What follows belongs to an exercise in optimizing a design on an open flow for small area, a short achievable clock period and few clock cycles; a production flow would make more cautious choices.
Where RTL was checked, it was by simulation tests only, not by an equivalence proof against the original.
The RTL of runs 1 to 3 was laid out without a check of its function.
Power figures rest on the tool's default switching activity, not on a simulated workload.

==> flow/design.v <==
module vlq_codec (
    input  wire         clk,
    input  wire         rst,
    input  wire         req_valid,
    output wire         req_ready,
    input  wire [4:0]   req_op,
    input  wire [127:0] req_value,
    input  wire [127:0] req_acc,
    input  wire [31:0]  req_cap,
    input  wire [31:0]  req_len,
    output wire         rsp_valid,
    output wire [31:0]  rsp_count,
    output wire [127:0] rsp_acc,
    output wire         rsp_term,
    output wire [1:0]   rsp_status,
    output wire         mem_valid,
    output wire         mem_we,
    output wire [31:0]  mem_addr,
    output wire [7:0]   mem_wdata,
    input  wire         mem_ready,
    input  wire [7:0]   mem_rdata
);
    localparam [1:0] F_SIZE = 2'd0, F_ENC = 2'd1, F_DEC = 2'd2;
    localparam [1:0] W_32 = 2'd0, W_64 = 2'd1, W_128 = 2'd2;
    localparam [1:0] ST_OK = 2'd0, ST_NOCAP = 2'd1, ST_INCOMPLETE = 2'd2,
                     ST_ILLEGAL = 2'd3;
    localparam [1:0] S_IDLE = 2'd0, S_RSP = 2'd1, S_WRITE = 2'd2, S_READ = 2'd3;
    reg [1:0]   state;
    reg [1:0]   width_q;
    reg         orient_r_q;      
    reg [127:0] x_q;             
    reg [4:0]   n_q;             
    reg [31:0]  c_q;             
    reg         first_q;         
    reg [31:0]  len_q;
    reg         term_q;
    reg [1:0]   status_q;
    wire [1:0] req_width  = req_op[4:3];
    wire       req_orient = req_op[2];
    wire [1:0] req_func   = req_op[1:0];
    wire       req_illegal = (req_width == 2'b11) || (req_func == 2'b11);
    wire [127:0] v = (req_width == W_32) ? {96'd0, req_value[31:0]} :
                     (req_width == W_64) ? {64'd0, req_value[63:0]} : req_value;
    wire [132:0] v_ext = {5'd0, v};
    reg  [18:0]  nz_r;
    reg  [18:0]  nz_l32, nz_l64, nz_l128;
    reg  [18:0]  nz;
    integer g;
    always @(*) begin
        for (g = 0; g < 19; g = g + 1)
            nz_r[g] = |v_ext[7*g +: 7];
        nz_l32 = 19'd0; nz_l64 = 19'd0; nz_l128 = 19'd0;
        for (g = 0; g < 4; g = g + 1)  nz_l32[g]  = |req_value[31 - 7*g -: 7];
        nz_l32[4] = |req_value[3:0];
        for (g = 0; g < 9; g = g + 1)  nz_l64[g]  = |req_value[63 - 7*g -: 7];
        nz_l64[9] = |req_value[0:0];
        for (g = 0; g < 18; g = g + 1) nz_l128[g] = |req_value[127 - 7*g -: 7];
        nz_l128[18] = |req_value[1:0];
        if (req_orient)
            nz = nz_r;
        else
            nz = (req_width == W_32) ? nz_l32 : (req_width == W_64) ? nz_l64 : nz_l128;
    end
    reg [4:0] req_n, req_m;
    reg       cap_lt;
    always @(*) begin
        req_n = 5'd1;
        req_m = 5'd0;
        cap_lt = 1'b0;
        for (g = 0; g < 19; g = g + 1) begin
            if (nz[g] || g == 0) begin
                req_n = g + 1;
                req_m = g;
            end
            if ((nz[g] || g == 0) && req_cap[4:0] <= g)
                cap_lt = 1'b1;
        end
    end
    wire cap_short = (req_cap[31:5] == 27'd0) && cap_lt;
    reg [6:0] grp_l;
    always @(*) begin
        case (width_q)
            W_32:    grp_l = x_q[31:25];
            W_64:    grp_l = x_q[63:57];
            default: grp_l = x_q[127:121];
        endcase
    end
    wire       last_write = (c_q[4:0] == 5'd0);
    wire [7:0] enc_byte   = {~first_q, orient_r_q ? x_q[6:0] : grp_l};
    wire [6:0] b = (state == S_READ) ? mem_rdata[6:0] : 7'd0;
    wire [127:0] up7 = {x_q[120:0], b};
    reg  [127:0] x_up, x_dn;
    always @(*) begin
        case (width_q)
            W_32:    begin x_up = {96'd0, up7[31:0]}; x_dn = {96'd0, b, x_q[31:7]}; end
            W_64:    begin x_up = {64'd0, up7[63:0]}; x_dn = {64'd0, b, x_q[63:7]}; end
            default: begin x_up = up7;                x_dn = {b, x_q[127:7]};      end
        endcase
    end
    wire shift_up = (state == S_READ) ? orient_r_q : ~orient_r_q;
    wire [31:0] c_inc = c_q + 32'd1;
    wire accept = req_valid && (state == S_IDLE || state == S_RSP);
    always @(posedge clk) begin
        if (rst) begin
            state <= S_IDLE;
        end else if (accept) begin
            width_q    <= req_width;
            orient_r_q <= req_orient;
            len_q      <= req_len;
            n_q        <= req_n;
            term_q     <= 1'b0;
            x_q        <= req_illegal ? req_acc :
                          (req_func == F_ENC) ? v :
                          (req_width == W_32) ? {96'd0, req_acc[31:0]} :
                          (req_width == W_64) ? {64'd0, req_acc[63:0]} : req_acc;
            first_q    <= 1'b1;
            c_q        <= req_illegal ? 32'd0 :
                          (req_func == F_SIZE) ? {27'd0, req_n} :
                          (req_func == F_ENC && !cap_short) ? {27'd0, req_m} : 32'd0;
            if (req_illegal) begin
                status_q <= ST_ILLEGAL;
                state    <= S_RSP;
            end else if (req_func == F_SIZE) begin
                status_q <= ST_OK;
                state    <= S_RSP;
            end else if (req_func == F_ENC) begin
                status_q <= cap_short ? ST_NOCAP : ST_OK;
                state    <= cap_short ? S_RSP : S_WRITE;
            end else begin
                status_q <= ST_INCOMPLETE;
                state    <= (req_len == 32'd0) ? S_RSP : S_READ;
            end
        end else begin
            case (state)
                S_RSP: state <= S_IDLE;
                S_WRITE: if (mem_ready) begin
                    x_q     <= shift_up ? x_up : x_dn;
                    first_q <= 1'b0;
                    if (last_write) begin
                        c_q   <= {27'd0, n_q};
                        state <= S_RSP;
                    end else begin
                        c_q[4:0] <= c_q[4:0] - 5'd1;
                    end
                end
                S_READ: if (mem_ready) begin
                    x_q <= shift_up ? x_up : x_dn;
                    c_q <= c_inc;
                    if (!mem_rdata[7]) begin
                        term_q   <= 1'b1;
                        status_q <= ST_OK;
                        state    <= S_RSP;
                    end else if (c_inc == len_q) begin
                        state    <= S_RSP;
                    end
                end
                default: ;
            endcase
        end
    end
    assign req_ready  = (state == S_IDLE) || (state == S_RSP);
    assign rsp_valid  = (state == S_RSP);
    assign rsp_count  = c_q;
    assign rsp_acc    = x_q;
    assign rsp_term   = term_q;
    assign rsp_status = status_q;
    assign mem_valid  = state[1];
    assign mem_we     = (state == S_WRITE);
    assign mem_addr   = c_q;
    assign mem_wdata  = enc_byte;
endmodule
==> flow/run.sh <==
#!/bin/bash
# synth_recipe.tcl (not shown) runs the flow's synth.tcl, then flattens the netlist and writes it again
# the make line also repeats each setting of config.mk as NAME=value (left out here)
make -C /OpenROAD-flow-scripts/flow DESIGN_CONFIG=/design/flow/config.mk WORK_HOME=/design/flow/orfs CLKGATE_MAP_FILE= SYNTH_SCRIPT=/design/flow/synth_recipe.tcl finish
==> flow/config.mk <==
export PLATFORM = sky130hd
export DESIGN_NAME = vlq_codec
export DESIGN_NICKNAME = vlq_codec
export VERILOG_FILES = /design/flow/design.v
export SDC_FILE = /design/flow/constraint.sdc
export NUM_CORES = 4
export LEC_CHECK = 0
export ABC_CLOCK_PERIOD_IN_PS = 3000
export CAP_MARGIN = 20
export CORE_MARGIN = 2
export CORE_UTILIZATION = 40
export SETUP_SLACK_MARGIN = 5
export SLEW_MARGIN = 20
export TNS_END_PERCENT = 100
==> flow/constraint.sdc <==
create_clock -name core_clock -period 8.0 [get_ports {clk}]
set_input_delay 1.6000 -clock core_clock [delete_from_list [all_inputs] [get_ports {clk}]]
set_output_delay 1.6000 -clock core_clock [all_outputs]
set_load 0.01 [all_outputs]
==> results of run 1 <==
final cells by class:
class | instances | area [um2] | share of cell area
inverters | 25 | 110.1 | 0.004752
well taps | 461 | 576.8 | 0.02489
repair buffers | 776 | 7137 | 0.3080
flip-flops and latches | 206 | 6173 | 0.2664
clock buffers | 28 | 636.9 | 0.02749
diodes | 11 | 27.53 | 0.001188
multi-input cells | 1102 | 8351 | 0.3604
clock inverters | 16 | 158.9 | 0.006858
critical path, cell delays in order:
cell	delay [ns]
buf_6	0.09
or4_4	0.56
o41a_1	0.40
nor3_4	0.20
a21oi_1	0.07
o311ai_1	0.29
o211ai_1	0.21
buf_4	0.19
o31a_1	0.23
o21ai_1	0.11
a21oi_1	0.07
kinds of logic (layout without fill, tap and decap cells):
group           Yosys count  count (layout)  synth area share
compound gates          423             424            0.2022
xor+xnor                 66              66           0.04383
fa+ha+maj                 7               7          0.006160
buf+inv                 167             845           0.05650
flops                   206             206            0.4337
mux                     109             109           0.07832
other cells               0              11                 0
simple gates            494             496            0.1793
layer usage:
metal	vias to the layer above	part of all wire
met1	7895	0.36
met4	0	0.061
met2	1085	0.49
met3	242	0.094
met5	-	0
li1	7067	-
state kept, by name, summed over array words and instances (netlist names):
name	flops
status_q	2
n_q	5
first_q	1
term_q	1
c_q	32
x_q	128
len_q	32
orient_r_q	1
state	2
width_q	2
stage by stage:
step                      cells  power, mW
after detailed placement   2351      4.186
final                      2625      5.780
after global placement     2351      4.170
after CTS                  2576      5.620
after floorplan            1472      3.018
after global routing       2623      5.980
timing repair:
action                     CTS  global route
resized for setup          657           146
setup buffers              178            37
pin swaps                   57            38
setup endpoints to repair  551           273
gates cloned                 3             1
worst max-delay path by stage:
stage / to / slack (ns) / cells past startpoint
detailed placement: state[0] / 2.53 / 10
CTS: state[1] / 4.18 / 11
global route: status_q[0] / 4.12 / 11
floorplan: x_q[0] / 3.49 / 4
global placement: state[0] / 2.65 / 10
finish: status_q[0] / 4.24 / 11
power groups by stage:
stage	Combinational [mW]	Clock (mW)	Sequential, mW
3_5_place_dp	2.17	0	2.01
6_report	2.75	1.16	1.86
5_1_grt	2.89	1.21	1.88
4_1_cts	2.60	1.16	1.85
2_1_floorplan	1.10	0	1.91
3_3_place_gp	2.16	0	2.01
layout by cell type, fill, tap and decap left out, drive strengths merged, types with 33 or more instances in the layout:
cell	count
a21oi	64
a22oi	98
a31oi	53
buf	281
clkbuf	46
clkdlybuf4s50	251
dlygate4sd2	179
edfxtp	204
mux2i	94
nand2	157
nor2	84
nor3	33
nor4	46
o22ai	93
xnor2	38
==> impl_metrics.yaml, run 1 <==
power:
  ir_drop_mv: 0.1589
  p_int_mw: 3.528
  power_density_nw_per_um2: 249.5
  total_leakage_power_nw: 9.080
  power_switching_mw: 2.252
  seq_power_share: 0.322
  power_frac_clock: 0.201
  sw_frac_of_total: 0.3896
  pwr-share-comb: 0.476
detailed_routing:
  ant_nets: 0
  wl_per_cell_um: 28.12
  vias_per_cell: 6.205
  drt_wl_total_um: 73810
  drc: 0
  dr.pass1.iters: 5
  via_count: 16290
  drt_iter0_markers: 1672
synthesis:
  yosys_most_used_dff: "edfxtp_1"
  postSynthAreaPerCell_um2: 9.659
  syn_inst: 1472
  synth_top_area_frac: 0.4309
  ys_ff_latch: 206
  ys_types: 85
  synthTopCellsByArea: "edfxtp_1, mux2i_1, a22oi_1, nand2_1, o22ai_1"
  yosysTopAreaCell: "edfxtp_1"
  async_flop_share: 0
  synth_commonest_cells: "edfxtp_1, nand2_1, a22oi_1"
  yosysMostFrequentCell: "edfxtp_1"
  netlist_area_um2: 14220
  syn-num-nets: 1816
  yosysWarningCount: 1
  yosysSeqAreaShare: 0.4337
  synth-edff-count: 204
outcome:
  status: "timing/DRC/antenna clean"
floorplanning:
  fp.dieW_um: 192.5
  dieArea_um2: 37070
  initial_utilization: 0.4026
  die_height_um: 192.5
  ios: 544
  fp.coreArea_um2: 35310
  num_rows: 69
placement:
  gp_congestion: 0.9576
  io_buffers: 543
  dp_hpwl_um: 51380
  place_ws_ns: 2.525
  place_area_um2: 19840
global_routing:
  grt_pass1_vias: 16000
  grtUsageTotal: 0.3812
  grt_pass1_wl_um: 103700
  grt.busiest_layer: "met2"
  grt_use_met2: 0.6644
  grt_overflow_total: 0
  antenna_found_initial: 12
  met1_usage: 0.4471
  met3_usage: 0.07401
  grt_start_max_net_pins: 68
clocking:
  htree_levels: 1
  cts_inserted_buffers: 25
  cts_hold_buf: 0
  clockBufferDepth: 3
  cts_sinks: 206
  cts_tree: "yes"
  clk_latency_ns: 0.56
  clockRootBuffer: "clkbuf_16"
  cts.clk_slew.worst_paths_ns: 0.07
final_layout:
  areaGrowthSynthToFinish_pct: 62.98
  layout.nets: 2480
  fin_area_um2: 23170
  fillers: 3013
  drive_above_1_share: 0.2499
  final_util: 0.6562
sta:
  tns_ns: 0
  max-slew-margin-rel: 0.3523
  setup_viol_count_final: 0
  layout_min_cycle_time_ns: 3.760
  holdWs_ns: 0.5258
  skew_ns: 0.03215
  max_freq_mhz: 265.9
  slew_viol_final: 0
  fin_crit_sh: 0.4701
  hold_viol: 0
  rsz0062_at_grt: "true"
  worst_pin_slew_ns: 0.9715
  setup_slack_ns: 4.240
setup_path:
  cp-end-kind: "flip-flop"
  worstReg2RegEnd: "state[0]"
  cp_data_required_time_ns: 8.29
  path_class: "primary input to flip-flop"
  worst_r2r_path_depth: 9
  start_kind: "primary input"
  startpoint: "req_value[90]"
  rr_startpoint: "c_q[8]"
  critical_path_arrival_ns: 4.05
  crit_fanout: 2
  rrSetupSlack_ns: 4.37
flow_run:
  drv_cap: 0
worst_hold_path:
  hold_start: "state[1]"
  hold_end: "state[1]"
  min_path_type: "flip-flop to flip-flop"
  hold_depth: 2
==> run 2, diff against run 1 <==
--- a/flow/config.mk
+++ b/flow/config.mk
@@ -9,6 +9,6 @@
 export CAP_MARGIN = 20
 export CORE_MARGIN = 2
 export CORE_UTILIZATION = 40
-export SETUP_SLACK_MARGIN = 5
+export SETUP_SLACK_MARGIN = 4
 export SLEW_MARGIN = 20
 export TNS_END_PERCENT = 100
==> impl_metrics.yaml, run 2 <==
synthesis:
  syn_inst: 1472
  netlist_area_um2: 14220
  yosysMostFrequentCell: "edfxtp_1"
  synth-compound-area-share: 0.2022
  postSynthAreaPerCell_um2: 9.659
  yosysTopAreaCell: "edfxtp_1"
  yosysWarningCount: 1
  synth_fa_ha_area_frac: 0.006160
  async_flop_share: 0
  yosys_most_used_dff: "edfxtp_1"
  ys_types: 85
  synth-edff-count: 204
  synth.area.mux_share: 0.07832
  synth_commonest_cells: "edfxtp_1, nand2_1, a22oi_1"
  synthTopCellsByArea: "edfxtp_1, mux2i_1, a22oi_1, nand2_1, o22ai_1"
  yosysSeqAreaShare: 0.4337
  ys_ff_latch: 206
  synth_top_area_frac: 0.4309
  synthXorXnorAreaFrac: 0.04383
  synth_top_family_by_area: "compound AO/OA/AOI/OAI gates"
  syn-num-nets: 1816
  yosys.area_share.simple: 0.1793
power:
  seq_power_share: 0.368
  power_frac_clock: 0.218
  sw_frac_of_total: 0.3761
  power_switching_mw: 2.049
  pwr-share-comb: 0.415
  power_density_nw_per_um2: 257.9
  p_int_mw: 3.400
  total_leakage_power_nw: 7.594
  ir_drop_mv: 0.1872
detailed_routing:
  via_count: 15130
  ant_nets: 0
  drt_wl_total_um: 68300
  drc: 0
  wl_per_cell_um: 28.25
  drt_iter0_markers: 1489
  dr.pass1.iters: 6
  vias_per_cell: 6.257
global_routing:
  grt_start_max_net_pins: 129
  grt_overflow_total: 0
  grt_pass1_wl_um: 97430
  grtUsageTotal: 0.3583
  antenna_found_initial: 9
  grt_pass1_vias: 14860
floorplanning:
  initial_utilization: 0.4026
  die_height_um: 192.5
  ios: 544
  fp.coreArea_um2: 35310
  num_rows: 69
  dieArea_um2: 37070
  fp.dieW_um: 192.5
final_layout:
  layout.nets: 2278
  fin_area_um2: 21130
  largestRegisters: "x_q (128), c_q (32), len_q (32)"
  top_register: "x_q"
  fillers: 3138
  layout_common_cells: "clkdlybuf4s50_1, edfxtp_1, nand2_1"
  mostFrequentLayoutCell: "clkdlybuf4s50_1"
  largest_register_ff_count: 128
  stdcell_count: 2418
  drive_above_1_share: 0.09128
  areaGrowthSynthToFinish_pct: 48.61
placement:
  dp_hpwl_um: 51150
  gp_congestion: 0.9760
  place_area_um2: 19770
  place_inst: 2354
  io_buffers: 543
clocking:
  cts_inserted_buffers: 26
  clockBufferDepth: 3
  cts.clk_slew.worst_paths_ns: 0.06
  clk_latency_ns: 0.56
  htree_levels: 1
  cts_tree: "yes"
  clockRootBuffer: "clkbuf_16"
  cts_sinks: 206
sta:
  skew_ns: 0.02438
  rsz0062_at_grt: "true"
  max_freq_mhz: 252.1
  layout_min_cycle_time_ns: 3.966
  worst_pin_slew_ns: 1.055
  slew_viol_final: 0
  hold_viol: 0
  max-slew-margin-rel: 0.2969
  fin_crit_sh: 0.4958
  setup_viol_count_final: 0
  tns_ns: 0
outcome:
  status: "timing/DRC/antenna clean"
flow_run:
  drv_cap: 0
setup_path:
  start_kind: "flip-flop"
  rrSetupSlack_ns: 4.15
  path_class: "flip-flop to output pin"
  critical_path_arrival_ns: 2.37
  cp_data_required_time_ns: 6.40
  cp-end-kind: "output pin"
  crit_fanout: 4
worst_hold_path:
  min_path_type: "flip-flop to flip-flop"
[run 2: per-layer routing]
| layer | vias to the layer above | routed length [um] | track usage |
|---|---|---|---|
| li1 | 6671 | - | - |
| met1 | 7428 | 25500 | 0.4339 |
| met2 | 831 | 33830 | 0.6190 |
| met3 | 194 | 5296 | 0.06401 |
| met4 | 6 | 3636 | 0.1650 |
| met5 | - | 47 | 0 |
[run 2: logic make-up (layout without fill, tap and decap cells)]
logic type / count (synthesis) / count (layout)
mux: 109 / 109
compound gates: 423 / 423
other cells: 0 / 7
simple gates: 494 / 495
flops: 206 / 206
buf+inv: 167 / 644
xor+xnor: 66 / 66
fa+ha+maj: 7 / 7
[run 2: metrics by stage]
stage / util / power [mW] / hold WS (ns) / setup WS [ns]
2_1_floorplan: - / 3.001 / 0.5486 / 3.488
3_3_place_gp: 0.5599 / 4.167 / 0.5913 / 2.483
3_5_place_dp: 0.5599 / 4.183 / 0.6042 / 2.487
4_1_cts: 0.5886 / 5.407 / 0.6168 / 3.935
5_1_grt: 0.5982 / 5.653 / 0.6481 / 3.970
6_report: 0.5984 / 5.449 / 0.6130 / 4.034
[run 2: repair_timing]
item                                    CTS  global route
hold buffers                              0             0
endpoints found under the setup margin  116            13
pin swaps                                12            20
resized for setup                        45            77
buffers inserted                          6             6
cloned                                    1             0
[run 2: cell type report]
class | count | area [um2] | area share
clock buffer | 32 | 694.4 | 0.03287
timing repair buffer | 575 | 5725 | 0.2710
antenna | 7 | 17.52 | 0.0008290
clock inverter | 12 | 135.1 | 0.006395
tap | 461 | 576.8 | 0.02730
sequential | 206 | 6167 | 0.2919
multi-input combinational | 1100 | 7705 | 0.3647
inverter | 25 | 107.6 | 0.005093
[run 2: critical path, cell delays in order, from the launching register on]
cell and delay, ns:
edfxtp_1 0.58, mux2i_1 0.22, nor2_1 0.12, a21oi_1 0.05, o21ai_0 0.24, clkdlybuf4s50_1 0.60
[run 2: power by group through the flow]
stage	Combinational [mW]	Sequential [mW]	Clock (mW)
after global placement	2.16	2.01	0
after CTS	2.22	1.99	1.20
after global routing	2.40	2.02	1.23
final	2.26	2.00	1.19
after floorplan	1.09	1.92	0
after detailed placement	2.17	2.01	0
[run 2: final timing paths]
kind,startpoint,cells after the start,endpoint
max,x_q[57],5,mem_wdata[0]
min,state[0],1,state[0]
max reg2reg,c_q[3],9,state[0]
min reg2reg,state[0],1,state[0]
==> run 3, diff against run 2 <==
==> flow/flow/run.sh (new file) <==
#!/bin/bash
# The standard layout, with the port buffers made from the smallest buffer
# cell instead of the one buffer_ports picks by default; the resizer still
# sizes them up where timing or slew calls for it.
set -euo pipefail
export BUFFER_PORTS_ARGS="-buffer_cell sky130_fd_sc_hd__buf_1"
bash standard.sh finish > standard_flow.log 2>&1
==> flow/standard.sh (new file) <==
#!/bin/bash
# synth_recipe.tcl (not shown) runs the flow's synth.tcl, then flattens the netlist and writes it again
# the make line also repeats each setting of config.mk as NAME=value (left out here)
make -C /OpenROAD-flow-scripts/flow DESIGN_CONFIG=/design/flow/config.mk WORK_HOME=/design/flow/orfs CLKGATE_MAP_FILE= SYNTH_SCRIPT=/design/flow/synth_recipe.tcl "${@:-finish}"
--- a/flow/config.mk
+++ b/flow/config.mk
@@ -5,7 +5,6 @@
 export SDC_FILE = /design/flow/constraint.sdc
 export NUM_CORES = 4
 export LEC_CHECK = 0
-export ABC_CLOCK_PERIOD_IN_PS = 3000
 export CAP_MARGIN = 20
 export CORE_MARGIN = 2
 export CORE_UTILIZATION = 40
removed: flow/run.sh
==> impl_metrics.yaml, run 3 <==
sta:
  max_freq_mhz: 257.1
  max-slew-margin-rel: 0.3111
  hold_viol: 0
  fin_crit_sh: 0.4862
  layout_min_cycle_time_ns: 3.890
  tns_ns: 0
  holdWs_ns: 0.6121
  setup_viol_count_final: 0
  skew_ns: 0.01997
  rsz0062_at_grt: "false"
  slew_viol_final: 0
  worst_pin_slew_ns: 1.033
synthesis:
  synth_top_area_frac: 0.4309
  ys_ff_latch: 206
  yosysSeqAreaShare: 0.4337
  postSynthAreaPerCell_um2: 9.659
  async_flop_share: 0
  syn-num-nets: 1816
  ys_types: 85
  netlist_area_um2: 14220
  yosysWarningCount: 1
  synth_commonest_cells: "edfxtp_1, nand2_1, a22oi_1"
  synthTopCellsByArea: "edfxtp_1, mux2i_1, a22oi_1, nand2_1, o22ai_1"
  yosys_most_used_dff: "edfxtp_1"
  yosysMostFrequentCell: "edfxtp_1"
  synth-edff-count: 204
  yosysTopAreaCell: "edfxtp_1"
  syn_inst: 1472
placement:
  io_buffers: 543
  place_inst: 2353
  place_area_um2: 16360
  gp_congestion: 0.9610
  dp_hpwl_um: 47770
clocking:
  cts_sinks: 206
  htree_levels: 1
  cts_inserted_buffers: 26
  cts.clk_slew.worst_paths_ns: 0.07
  clk_latency_ns: 0.55
  cts_tree: "yes"
  clockRootBuffer: "clkbuf_16"
  clockBufferDepth: 3
setup_path:
  cp-end-kind: "output pin"
  start_kind: "flip-flop"
  max_stage_delay_ns: 0.70
  crit_fanout: 11
  path_class: "flip-flop to output pin"
  cp_data_required_time_ns: 6.40
  critical_path_arrival_ns: 2.29
  crit_slowest_cell: "edfxtp_1"
  rrSetupSlack_ns: 4.25
  path_cells: "mux2i_1, nor2_1, a21oi_1, o21ai_0, buf_1"
floorplanning:
  num_rows: 69
  ios: 544
  die_height_um: 192.5
  fp.dieW_um: 192.5
  initial_utilization: 0.4026
  fp.coreArea_um2: 35310
  dieArea_um2: 37070
detailed_routing:
  via_count: 14800
  ant_nets: 0
  vias_per_cell: 6.139
  wl_per_cell_um: 26.19
  dr.pass1.iters: 5
  drc: 0
  drt_wl_total_um: 63120
  drt_iter0_markers: 1435
final_layout:
  layout_common_cells: "buf_1, edfxtp_1, nand2_1"
  layout.nets: 2269
  largestRegisters: "x_q (128), c_q (32), len_q (32)"
  mostFrequentLayoutCell: "buf_1"
  fillers: 3467
  fin_area_um2: 17370
  top_register: "x_q"
  areaGrowthSynthToFinish_pct: 22.16
  largest_register_ff_count: 128
  stdcell_count: 2410
  drive_above_1_share: 0.06944
power:
  power_density_nw_per_um2: 282.2
  total_leakage_power_nw: 5.833
  ir_drop_mv: 0.1773
global_routing:
  grt_start_max_net_pins: 121
  grt_pass1_wl_um: 90000
  grt_overflow_total: 0
  grtUsageTotal: 0.3274
  antenna_found_initial: 5
  grt_pass1_vias: 14030
outcome:
  status: "timing/DRC/antenna clean"
flow_run:
  drv_cap: 0
worst_hold_path:
  min_path_type: "flip-flop to flip-flop"
-- run 3: worst max-delay path, delay by kind of cell (launching register included) --
family                 cells  cell delay (ns)
AND/OR/NAND/NOR            1             0.09
multiplexers               1             0.47
buffers and inverters      1             0.16
flip-flops                 1             0.70
AO/OA/AOI/OAI              2             0.33
-- run 3: kinds of logic after synthesis --
group                    count (synthesis)  share of synthesized area
adder cells (fa/ha/maj)                  7                   0.006160
buffers and inverters                  167                    0.05650
multiplexers                           109                    0.07832
XOR/XNOR                                66                    0.04383
AO/OA/AOI/OAI                          423                     0.2022
AND/OR/NAND/NOR                        494                     0.1793
flip-flops                             206                     0.4337
-- run 3: area by class of cell --
class	count	area, um2	share of cell area
Multi-Input combinational cell	1099	7451	0.4290
Sequential cell	206	6166	0.3550
Timing Repair Buffer	567	2236	0.1287
Clock buffer	30	686.9	0.03955
Tap cell	461	576.8	0.03321
Clock inverter	17	137.6	0.007925
Inverter	25	101.3	0.005835
Antenna cell	5	12.51	0.0007204
-- run 3: path summary, 6_finish.rpt --
check	from	endpoint	depth (start not counted)
max	width_q[0]	mem_wdata[0]	5
min	n_q[3]	c_q[3]	2
min reg2reg	n_q[3]	c_q[3]	2
max reg2reg	state[1]	x_q[38]	7
-- run 3: report_power, final --
part           internal (mW)  switching, mW
Sequential              1.59          0.417
Clock                  0.676          0.492
Combinational          0.637           1.09
Total                   2.90           2.00
-- run 3: metal layers --
layer | up-vias | GRT usage | wire length [um]
met2 | 811 | 0.5718 | 31500
met3 | 155 | 0.04110 | 4361
met5 | - | 0 | 30
met1 | 7188 | 0.4166 | 24680
met4 | 4 | 0.1142 | 2549
li1 | 6638 | - | -
-- run 3: metrics by stage --
stage	setup slack [ns]	util	total power, mW
2_1_floorplan	3.488	-	3.001
3_3_place_gp	2.964	0.4634	3.685
3_5_place_dp	2.879	0.4634	3.704
4_1_cts	3.993	0.4879	4.870
5_1_grt	4.001	0.4915	5.119
6_report	4.110	0.4919	4.900
-- run 3: timing repair --
item,in CTS,in global routing
setup buffers,1,4
pin swaps,1,3
resized for setup,8,17
hold buffers,0,0
gates cloned,0,0
endpoints found under the setup margin,8,8
==> run 4, diff against run 3 <==
--- a/flow/design.v
+++ b/flow/design.v
@@ -31,7 +31,6 @@
     reg [127:0] x_q;             
     reg [4:0]   n_q;             
     reg [31:0]  c_q;             
-    reg         first_q;         
     reg [31:0]  len_q;
     reg         term_q;
     reg [1:0]   status_q;
@@ -61,22 +60,13 @@
         else
             nz = (req_width == W_32) ? nz_l32 : (req_width == W_64) ? nz_l64 : nz_l128;
     end
-    reg [4:0] req_n, req_m;
-    reg       cap_lt;
+    reg [4:0] req_n;
     always @(*) begin
         req_n = 5'd1;
-        req_m = 5'd0;
-        cap_lt = 1'b0;
-        for (g = 0; g < 19; g = g + 1) begin
-            if (nz[g] || g == 0) begin
-                req_n = g + 1;
-                req_m = g;
-            end
-            if ((nz[g] || g == 0) && req_cap[4:0] <= g)
-                cap_lt = 1'b1;
-        end
+        for (g = 1; g < 19; g = g + 1)
+            if (nz[g]) req_n = g + 1;
     end
-    wire cap_short = (req_cap[31:5] == 27'd0) && cap_lt;
+    wire cap_short = (req_cap[31:5] == 27'd0) && (req_cap[4:0] < req_n);
     reg [6:0] grp_l;
     always @(*) begin
         case (width_q)
@@ -85,8 +75,9 @@
             default: grp_l = x_q[127:121];
         endcase
     end
-    wire       last_write = (c_q[4:0] == 5'd0);
-    wire [7:0] enc_byte   = {~first_q, orient_r_q ? x_q[6:0] : grp_l};
+    wire       first_byte = (c_q[4:0] == 5'd0);
+    wire       last_write = (c_q[4:0] == n_q - 5'd1);
+    wire [7:0] enc_byte   = {~first_byte, orient_r_q ? x_q[6:0] : grp_l};
     wire [6:0] b = (state == S_READ) ? mem_rdata[6:0] : 7'd0;
     wire [127:0] up7 = {x_q[120:0], b};
     reg  [127:0] x_up, x_dn;
@@ -113,10 +104,7 @@
                           (req_func == F_ENC) ? v :
                           (req_width == W_32) ? {96'd0, req_acc[31:0]} :
                           (req_width == W_64) ? {64'd0, req_acc[63:0]} : req_acc;
-            first_q    <= 1'b1;
-            c_q        <= req_illegal ? 32'd0 :
-                          (req_func == F_SIZE) ? {27'd0, req_n} :
-                          (req_func == F_ENC && !cap_short) ? {27'd0, req_m} : 32'd0;
+            c_q        <= (req_func == F_SIZE && !req_illegal) ? {27'd0, req_n} : 32'd0;
             if (req_illegal) begin
                 status_q <= ST_ILLEGAL;
                 state    <= S_RSP;
@@ -134,14 +122,9 @@
             case (state)
                 S_RSP: state <= S_IDLE;
                 S_WRITE: if (mem_ready) begin
-                    x_q     <= shift_up ? x_up : x_dn;
-                    first_q <= 1'b0;
-                    if (last_write) begin
-                        c_q   <= {27'd0, n_q};
-                        state <= S_RSP;
-                    end else begin
-                        c_q[4:0] <= c_q[4:0] - 5'd1;
-                    end
+                    x_q <= shift_up ? x_up : x_dn;
+                    c_q <= c_inc;
+                    if (last_write) state <= S_RSP;
                 end
                 S_READ: if (mem_ready) begin
                     x_q <= shift_up ? x_up : x_dn;
@@ -166,6 +149,6 @@
     assign rsp_status = status_q;
     assign mem_valid  = state[1];
     assign mem_we     = (state == S_WRITE);
-    assign mem_addr   = c_q;
+    assign mem_addr   = {c_q[31:5], (state == S_WRITE) ? (n_q - 5'd1 - c_q[4:0]) : c_q[4:0]};
     assign mem_wdata  = enc_byte;
 endmodule
==> flow/run.sh (new file) <==
#!/bin/bash
# synth_recipe.tcl (not shown) runs the flow's synth.tcl, then flattens the netlist and writes it again
# the make line also repeats each setting of config.mk as NAME=value (left out here)
make -C /OpenROAD-flow-scripts/flow DESIGN_CONFIG=/design/flow/config.mk WORK_HOME=/design/flow/orfs CLKGATE_MAP_FILE= SYNTH_SCRIPT=/design/flow/synth_recipe.tcl finish
--- a/flow/config.mk
+++ b/flow/config.mk
@@ -8,6 +8,4 @@
 export CAP_MARGIN = 20
 export CORE_MARGIN = 2
 export CORE_UTILIZATION = 40
-export SETUP_SLACK_MARGIN = 4
 export SLEW_MARGIN = 20
-export TNS_END_PERCENT = 100
removed: flow/flow/run.sh
removed: flow/standard.sh
==> impl_metrics.yaml, run 4 <==
detailed_routing:
  dr.pass1.iters: 5
  drt_iter0_markers: 1494
  via_count: 14890
  drc: 0
  wl_per_cell_um: 27.57
  drt_wl_total_um: 67190
  ant_nets: 0
  vias_per_cell: 6.111
floorplanning:
  fp.dieW_um: 189.5
  die_height_um: 189.5
  num_rows: 67
  fp.coreArea_um2: 33700
  dieArea_um2: 35930
  initial_utilization: 0.4086
  ios: 544
placement:
  place_ws_ns: 1.732
  io_buffers: 543
  gp_congestion: 0.9696
  dp_hpwl_um: 51960
  place_inst: 2375
  place_area_um2: 19360
setup_path:
  crit_slowest_cell: "clkdlybuf4s50_1"
  path_class: "primary input to flip-flop"
  critPathTopFamily: "compound AO/OA/AOI/OAI gates"
  startpoint: "req_op[2]"
  worst_r2r_path_depth: 8
  path_cells: "clkdlybuf4s50_1, buf_4, nor4_1, a31oi_1, nor2b_1, nor2_1, nor3_1, o21ai_0, ha_1, a21o_1, a21o_1, a211oi_1, o21ai_0, a21o_1, a32o_1"
  path_buf_inv: 2
  rrSetupSlack_ns: 3.95
  start_kind: "primary input"
  cp_data_required_time_ns: 8.44
  critical_path_arrival_ns: 6.20
  cp-end-kind: "flip-flop"
  rr_startpoint: "state[1]"
  max_stage_delay_ns: 0.95
  crit_top_cell: "a21o_1"
  crit_fanout: 24
  worstReg2RegEnd: "x_q[59]"
final_layout:
  top_register: "x_q"
  mostFrequentLayoutCell: "clkdlybuf4s50_1"
  fin_area_um2: 20240
  final-seq-area_um2: 6136
  largest_register_ff_count: 128
  stdcell_count: 2437
  largestRegisters: "x_q (128), c_q (32), len_q (32)"
  layout_common_cells: "clkdlybuf4s50_1, nand2_1, edfxtp_1"
  areaGrowthSynthToFinish_pct: 46.99
  fillers: 2924
  drive_above_1_share: 0.05066
  multi_input_area_um2: 6948
  layout.nets: 2309
synthesis:
  netlist_area_um2: 13770
  ys_types: 78
  synth_commonest_cells: "nand2_1, edfxtp_1, nor2_1"
  syn_inst: 1497
  postSynthAreaPerCell_um2: 9.199
  synth-edff-count: 203
  yosysTopAreaCell: "edfxtp_1"
  synth_top_area_frac: 0.4427
  synthTopCellsByArea: "edfxtp_1, nand2_1, a221o_1, a21oi_1, nor2_1"
  yosysMostFrequentCell: "nand2_1"
  syn-num-nets: 1850
  yosysSeqAreaShare: 0.4456
  yosys_most_used_dff: "edfxtp_1"
  yosysWarningCount: 1
  ys_ff_latch: 205
  async_flop_share: 0
power:
  seq_power_share: 0.399
  power_switching_mw: 1.138
  power_frac_clock: 0.326
  pwr-share-comb: 0.276
  total_leakage_power_nw: 7.221
  ir_drop_mv: 0.1415
  sw_frac_of_total: 0.3091
  power_density_nw_per_um2: 181.9
  p_int_mw: 2.544
sta:
  fin_crit_sh: 0.7198
  worst_pin_slew_ns: 1.284
  layout_min_cycle_time_ns: 5.758
  setup_slack_ns: 2.242
  slew_viol_final: 0
  rsz0062_at_grt: "false"
  skew_ns: 0.01809
  setup_viol_count_final: 0
  hold_viol: 0
  holdWs_ns: 0.5670
  tns_ns: 0
  max-slew-margin-rel: 0.1437
  max_freq_mhz: 173.7
clocking:
  clk_latency_ns: 0.55
  cts_hold_buf: 0
  clockBufferDepth: 3
  cts_inserted_buffers: 27
  cts_sinks: 205
  clockRootBuffer: "clkbuf_16"
  htree_levels: 1
  cts.clk_slew.worst_paths_ns: 0.06
  cts_resized: 0
  cts_setup_buffers: 0
  cts_tree: "yes"
global_routing:
  antenna_found_initial: 16
  grt_pass1_vias: 14460
  grt_overflow_total: 0
  grt_start_max_net_pins: 161
  grt_pass1_wl_um: 95070
  grtUsageTotal: 0.3583
flow_run:
  drv_cap: 0
outcome:
  status: "timing/DRC/antenna clean"
worst_hold_path:
  hold_depth: 2
  hold_start: "state[0]"
  hold_end: "state[0]"
  min_path_type: "flip-flop to flip-flop"
## run 4: cell count changes in the layout (fill, tap and decap cells not counted), sizes merged, moves of 10 or more
cell and delta:
a21oi +50, a221o +76, a22oi -74, a31oi -10, and2 -20, buf -548
clkdlybuf4s50 +543, diode +10, mux2i -69, nand2 +132, nor2 +32, nor4 -17
o22ai -69
## run 4: cell families after synthesis
family / synth area share
flip-flops: 0.4456
AND/OR/NAND/NOR: 0.2091
multiplexers: 0.03126
adder cells (fa/ha/maj): 0.01581
XOR/XNOR: 0.04279
AO/OA/AOI/OAI: 0.2018
buffers and inverters: 0.05370
## run 4: area by class of cell
cell class,instances,area share
tap,448,0.02769
multi-input combinational,1126,0.3432
timing repair buffer,562,0.2762
sequential,205,0.3031
antenna,15,0.001854
clock buffer,36,0.03505
inverter,34,0.006305
clock inverter,11,0.006552
## run 4: worst min-delay path, stage by stage (launching register included)
cell and delay, ns:
dfxtp_1 0.37, nand2_1 0.10, a21oi_2 0.05
## run 4: metal layers
layer,global-route usage,vias to the layer above,share of wire
li1,-,6592,-
met1,0.4435,7176,0.37
met2,0.5793,950,0.46
met3,0.09574,173,0.11
met4,0.1777,2,0.053
met5,0,-,0.00016
## run 4: worst max-delay path by stage
stage,to,slack (ns),cells past startpoint
after global placement,state[1],1.87,15
after detailed placement,state[1],1.73,15
after floorplan,c_q[0],0.49,6
after global routing,status_q[0],1.80,15
after CTS,state[1],2.31,15
final,state[1],2.24,15
## run 4: per-stage QoR
| step | total power [mW] | util |
|---|---|---|
| after global placement | 2.476 | 0.5745 |
| after CTS | 3.669 | 0.5995 |
| after floorplan | 1.917 | - |
| final | 3.683 | 0.6007 |
| after detailed placement | 2.486 | 0.5745 |
| after global routing | 3.792 | 0.6006 |
## run 4: power by group through the flow
stage,registers [mW],clock network (mW),logic (mW)
after CTS,1.46,1.20,1.01
after global placement,1.48,0,0.995
after detailed placement,1.48,0,1.00
final,1.47,1.20,1.01
after global routing,1.47,1.24,1.08
after floorplan,1.46,0,0.456
Testbench counts of run 4, summed over its fixed seeds: cycles 49,749.

afterwards: timing with drivers on the ports:
How much do the figures lean on ideal ports? The routed layouts below were timed once more, with nothing changed but the port constraints.
Step 1 assumes that a clkbuf_16 drives the clock port and a buf_2 every other input.
Step 2, shift: input delay + t, output delay - t, t = (earliest + latest rising clock arrival at the registers) / 2. This alone moves slack from input paths to output paths.
Three values: ideal ports, drivers, drivers and shift; two values: the first two.
| run | shift t [ns] | setup WS [ns] | worst setup path at the end | clock arrival spread, ns |
|---|---|---|---|---|
| run 1 | 0.599 | 4.240 / 4.247 / 3.648 | input to register | 0.032 / 0.032 |
| run 2 | 0.601 | 4.034 / 3.974 / 3.511 | input to register | 0.031 / 0.030 |
| run 3 | 0.593 | 4.110 / 4.055 / 3.621 | input to register | 0.025 / 0.024 |
| run 4 | 0.593 | 2.242 / 2.258 / 1.665 | input to register | 0.019 / 0.019 |
After both steps setup and hold are still met in every run listed. The setup slack of run 1, which loses most, moves by +0.007 ns with the drivers and by -0.592 ns with both steps.
